This design comes from an exercise in tuning for small area, a short achievable clock period and few clock cycles per item on the open sky130 flow, not from production work. In this exercise RTL edits were held to simulation tests only and were not proved equivalent to the original.

==> 09-08: inputs <==
Design modmul256, start of the top module:
module modmul256 (
    input  wire         clk,
    input  wire         rst,
    input  wire         in_valid,
    output wire         in_ready,
    input  wire [255:0] in_a,
    input  wire [255:0] in_b,
    input  wire [255:0] in_m,
    input  wire [1:0]   in_ms,
    output wire         out_valid,
    output wire [255:0] out_r,
    output wire         out_err
);
clock: 20.0 ns
lec_check: 0
cap_margin: 30
cell_pad_in_sites_detail_placement: 1
cell_pad_in_sites_global_placement: 2
core_margin: 2
core_utilization: 35
place_density: 0.5
slew_margin: 65
run.sh (not shown) runs the stock make flow with config.mk's settings and CLKGATE_MAP_FILE= SYNTH_SCRIPT=/design/flow/synth_recipe.tcl, a recipe that flattens the netlist after the stock synthesis.
==> 12-17 (differences from 09-08) <==
--- a/flow/design.v
+++ b/flow/design.v
@@ -31,19 +31,15 @@
     reg         oph, bq;     
     reg [268:0] R, D;
     reg         ovalid, oerr;
     wire rnd = ms[1];
     wire [255:0] m_eff = rnd ? M : (ms[0] ? N : P);
     wire [255:0] e_eff = rnd ? E : (ms[0] ? EN : EP);
-    wire [10:0] hp = S[268:258] ^ C[268:258];
-    wire [10:0] hg = S[268:258] & C[268:258];
-    wire hfirst = (st == S_MAIN) & (cnt == 5'd0);    
+    wire [10:0] hp = (S[268:258] ^ C[268:258]) & {11{~first}};
+    wire [10:0] hg = (S[268:258] & C[268:258]) & {11{~first}};
     wire [6:0] ht;
-    localparam [31:0] HT_NEG = 32'hec93c812;
-    localparam [31:0] HT_ONE = 32'h25a55a5a;
-    localparam [31:0] HT_TWO = 32'h48128124;
     assign ht[0] = 1'b0;
     wire [257:0] slo = first ? {2'd0, A & {256{B[255]}}} : S[257:0];
     wire [257:0] clo = first ? 258'd0 : C[257:0];
     wire [5:0] cor = first ? 6'd0 : CR;
     wire [8:0] bx = B[255:247];
     wire [3:0] nga, sa1, sa2;
@@ -63,43 +59,48 @@
     assign sa2[2] = (bx[6] & ~bx[5] & ~bx[4]) | (~bx[6] & bx[5] & bx[4]);
     wire [256:0] pa2 = (({257{sa1[2]}} & a1) | ({257{sa2[2]}} & a2)) ^ {257{nga[2]}};
     assign nga[3] = bx[8] & ~(bx[7] & bx[6]);
     assign sa1[3] = bx[7] ^ bx[6];
     assign sa2[3] = (bx[8] & ~bx[7] & ~bx[6]) | (~bx[8] & bx[7] & bx[6]);
     wire [256:0] pa3 = (({257{sa1[3]}} & a1) | ({257{sa2[3]}} & a2)) ^ {257{nga[3]}};
+    wire [2:0] hy0 = {2'b0, hp[0]} + {1'b0, hp[1], 1'b0} + {2'b0, 1'b0} + {1'b0, hg[0], 1'b0};
     assign ht[1] = hp[1] | hg[0] | (hp[0] & 1'b0);
-    wire [4:0] hi0 = {ht[0], hg[0], 1'b0, hp[1], hp[0]};
-    assign ngh[0] = HT_NEG[hi0] & ~hfirst;
-    assign sh1[0] = HT_ONE[hi0] & ~hfirst;
-    assign sh2[0] = HT_TWO[hi0] & ~hfirst;
+    wire [2:0] hv0 = hy0 + {2'b0, ht[0]};    
+    assign ngh[0] = ht[1] ? (hv0 >= 3'd5) : (hv0 != 3'd0);
+    assign sh1[0] = ht[1] ? ((hv0 == 3'd3) | (hv0 == 3'd5)) : (hv0 == 3'd1);
+    assign sh2[0] = ht[1] ? ((hv0 == 3'd2) | (hv0 == 3'd6)) : (hv0 == 3'd2);
     wire [256:0] ph0 = (({257{sh1[0]}} & e1) | ({257{sh2[0]}} & e2)) ^ {257{ngh[0]}};
+    wire [2:0] hy1 = {2'b0, hp[2]} + {1'b0, hp[3], 1'b0} + {2'b0, hg[1]} + {1'b0, hg[2], 1'b0};
     assign ht[2] = hp[3] | hg[2] | (hp[2] & hg[1]);
-    wire [4:0] hi1 = {ht[1], hg[2], hg[1], hp[3], hp[2]};
-    assign ngh[1] = HT_NEG[hi1] & ~hfirst;
-    assign sh1[1] = HT_ONE[hi1] & ~hfirst;
-    assign sh2[1] = HT_TWO[hi1] & ~hfirst;
+    wire [2:0] hv1 = hy1 + {2'b0, ht[1]};    
+    assign ngh[1] = ht[2] ? (hv1 >= 3'd5) : (hv1 != 3'd0);
+    assign sh1[1] = ht[2] ? ((hv1 == 3'd3) | (hv1 == 3'd5)) : (hv1 == 3'd1);
+    assign sh2[1] = ht[2] ? ((hv1 == 3'd2) | (hv1 == 3'd6)) : (hv1 == 3'd2);
     wire [256:0] ph1 = (({257{sh1[1]}} & e1) | ({257{sh2[1]}} & e2)) ^ {257{ngh[1]}};
+    wire [2:0] hy2 = {2'b0, hp[4]} + {1'b0, hp[5], 1'b0} + {2'b0, hg[3]} + {1'b0, hg[4], 1'b0};
     assign ht[3] = hp[5] | hg[4] | (hp[4] & hg[3]);
-    wire [4:0] hi2 = {ht[2], hg[4], hg[3], hp[5], hp[4]};
-    assign ngh[2] = HT_NEG[hi2] & ~hfirst;
-    assign sh1[2] = HT_ONE[hi2] & ~hfirst;
-    assign sh2[2] = HT_TWO[hi2] & ~hfirst;
+    wire [2:0] hv2 = hy2 + {2'b0, ht[2]};    
+    assign ngh[2] = ht[3] ? (hv2 >= 3'd5) : (hv2 != 3'd0);
+    assign sh1[2] = ht[3] ? ((hv2 == 3'd3) | (hv2 == 3'd5)) : (hv2 == 3'd1);
+    assign sh2[2] = ht[3] ? ((hv2 == 3'd2) | (hv2 == 3'd6)) : (hv2 == 3'd2);
     wire [256:0] ph2 = (({257{sh1[2]}} & e1) | ({257{sh2[2]}} & e2)) ^ {257{ngh[2]}};
+    wire [2:0] hy3 = {2'b0, hp[6]} + {1'b0, hp[7], 1'b0} + {2'b0, hg[5]} + {1'b0, hg[6], 1'b0};
     assign ht[4] = hp[7] | hg[6] | (hp[6] & hg[5]);
-    wire [4:0] hi3 = {ht[3], hg[6], hg[5], hp[7], hp[6]};
-    assign ngh[3] = HT_NEG[hi3] & ~hfirst;
-    assign sh1[3] = HT_ONE[hi3] & ~hfirst;
-    assign sh2[3] = HT_TWO[hi3] & ~hfirst;
+    wire [2:0] hv3 = hy3 + {2'b0, ht[3]};    
+    assign ngh[3] = ht[4] ? (hv3 >= 3'd5) : (hv3 != 3'd0);
+    assign sh1[3] = ht[4] ? ((hv3 == 3'd3) | (hv3 == 3'd5)) : (hv3 == 3'd1);
+    assign sh2[3] = ht[4] ? ((hv3 == 3'd2) | (hv3 == 3'd6)) : (hv3 == 3'd2);
     wire [256:0] ph3 = (({257{sh1[3]}} & e1) | ({257{sh2[3]}} & e2)) ^ {257{ngh[3]}};
+    wire [2:0] hy4 = {2'b0, hp[8]} + {1'b0, hp[9], 1'b0} + {2'b0, hg[7]} + {1'b0, hg[8], 1'b0};
     assign ht[5] = hp[9] | hg[8] | (hp[8] & hg[7]);
-    wire [4:0] hi4 = {ht[4], hg[8], hg[7], hp[9], hp[8]};
-    assign ngh[4] = HT_NEG[hi4] & ~hfirst;
-    assign sh1[4] = HT_ONE[hi4] & ~hfirst;
-    assign sh2[4] = HT_TWO[hi4] & ~hfirst;
+    wire [2:0] hv4 = hy4 + {2'b0, ht[4]};    
+    assign ngh[4] = ht[5] ? (hv4 >= 3'd5) : (hv4 != 3'd0);
+    assign sh1[4] = ht[5] ? ((hv4 == 3'd3) | (hv4 == 3'd5)) : (hv4 == 3'd1);
+    assign sh2[4] = ht[5] ? ((hv4 == 3'd2) | (hv4 == 3'd6)) : (hv4 == 3'd2);
     wire [256:0] ph4 = (({257{sh1[4]}} & e1) | ({257{sh2[4]}} & e2)) ^ {257{ngh[4]}};
-    assign ngh[5] = (hp[10] ^ hg[9] ^ ht[5]) & ~hfirst;
+    assign ngh[5] = hp[10] ^ hg[9] ^ ht[5];
     assign sh1[5] = ngh[5];
     assign sh2[5] = 1'b0;
     wire [256:0] ph5 = (({257{sh1[5]}} & e1) | ({257{sh2[5]}} & e2)) ^ {257{ngh[5]}};
     wire [268:0] ns, nc;
     wire hs0 = nga[0] ^ pa0[0];
     wire hc0 = nga[0] & pa0[0];
@@ -6299,39 +6300,35 @@
     wire m_zero = (M == 256'd0);
     wire last  = (cnt == 5'd31);
     wire s_ok  = (sh <= 8'd1);
     wire [9:0] o_left = (ost == O_LOAD) ? {ocnt, 1'b1} :
                         (ost == O_RED)  ? {ocnt, 1'b0} - {9'd0, oph} : 10'd0;
     wire o_ok  = (o_left <= 10'd30);
-    reg rdy;       
-    reg ld;        
+    reg rdy;
     assign in_ready = rdy;
     wire accept = in_valid & rdy;
     wire rdy_nxt = ((st == S_MAIN) & (cnt == 5'd30) & s_ok) |
                    ((st == S_IDLE) & ~accept) | ((st == S_MAIN) & last & ~accept) |
                    ((st == S_ERR) & (ost == O_IDLE));
-    wire ld_nxt = ((st == S_MAIN) & (cnt == 5'd30)) |
-                  ((st == S_IDLE) & ~accept) | ((st == S_MAIN) & last & ~accept) |
-                  ((st == S_ERR) & (ost == O_IDLE));
     always @(posedge clk) begin
         S <= ns;
         C <= nc;
         CR <= ngh;
     end
     always @(posedge clk) begin
-        if (ld) begin
+        if (rdy) begin
             A  <= in_a;
             B  <= in_b;
             M  <= in_m;
             ms <= in_ms;
         end else if (st == S_MAIN) begin
             B <= {B[247:0], 8'd0};
         end else if (st == S_PRE && !m_zero && !M[255]) begin
             M <= {M[254:0], 1'b0};
         end
-        if (ld)
+        if (rdy)
             sh <= 8'd0;
         else if (st == S_PRE && !m_zero && !M[255])
             sh <= sh + 8'd1;
         if (st == S_PRE)
             E <= {M[254:0], 1'b0};
         else if (st == S_CHAIN)
@@ -6340,17 +6337,15 @@
     always @(posedge clk) begin
         if (rst) begin
             st    <= S_IDLE;
             cnt   <= 5'd0;
             first <= 1'b0;
             rdy   <= 1'b1;
-            ld    <= 1'b1;
         end else begin
             first <= 1'b0;
             rdy   <= rdy_nxt;
-            ld    <= ld_nxt;
             case (st)
                 S_IDLE: if (accept) begin
                     cnt <= 5'd0;
                     if (in_ms[1]) st <= S_PRE;
                     else if (o_ok) begin st <= S_MAIN; first <= 1'b1; end
                     else st <= S_WAIT;
Settings changed: CAP_MARGIN 30 to 20, SLEW_MARGIN 65 to 50.
==> notes <==
Design area: 12-17 is smaller than 09-08 (about 4%). Against 12-17, the core utilization of 09-08 is higher by 1.1 points. Sequential cell count: 09-08 is higher than 12-17 (1). Between 12-17 and 09-08, the lower clock-buffer cell count is in 09-08 (gap 22).
Testbench counts of 09-08, summed over its fixed seeds: cycles 7,079, items 192.
Testbench counts of 12-17, summed over its fixed seeds: cycles 7,079, items 192.

static timing again, ports no longer ideal:
How much do the figures lean on ideal ports? The routed layouts below were timed once more, with nothing changed but the port constraints.
Step 1: set_driving_cell puts a clkbuf_16 on clk and a buf_2 on each other input, an assumption about the parent block.
Step 2 moves the port delays by t, midway between the first and last clock arrival at a register: inputs arrive t later, outputs are due t later. That takes back most of the time a late clock gives input paths.
a / b / c = ideal ports / drivers / drivers and shift; a / b = the first two.
run	shift t [ns]	setup slack, ns	worst setup path at the end	latest minus earliest clock arrival (ns)	cell pins on the clock port's net
09-08	1.175	12.822 / 12.822 / 12.822	register to register	0.122 / 0.123	1
12-17	1.171	11.661 / 11.661 / 11.661	register to register	0.087 / 0.087	1
After both steps every run listed still meets setup and hold.
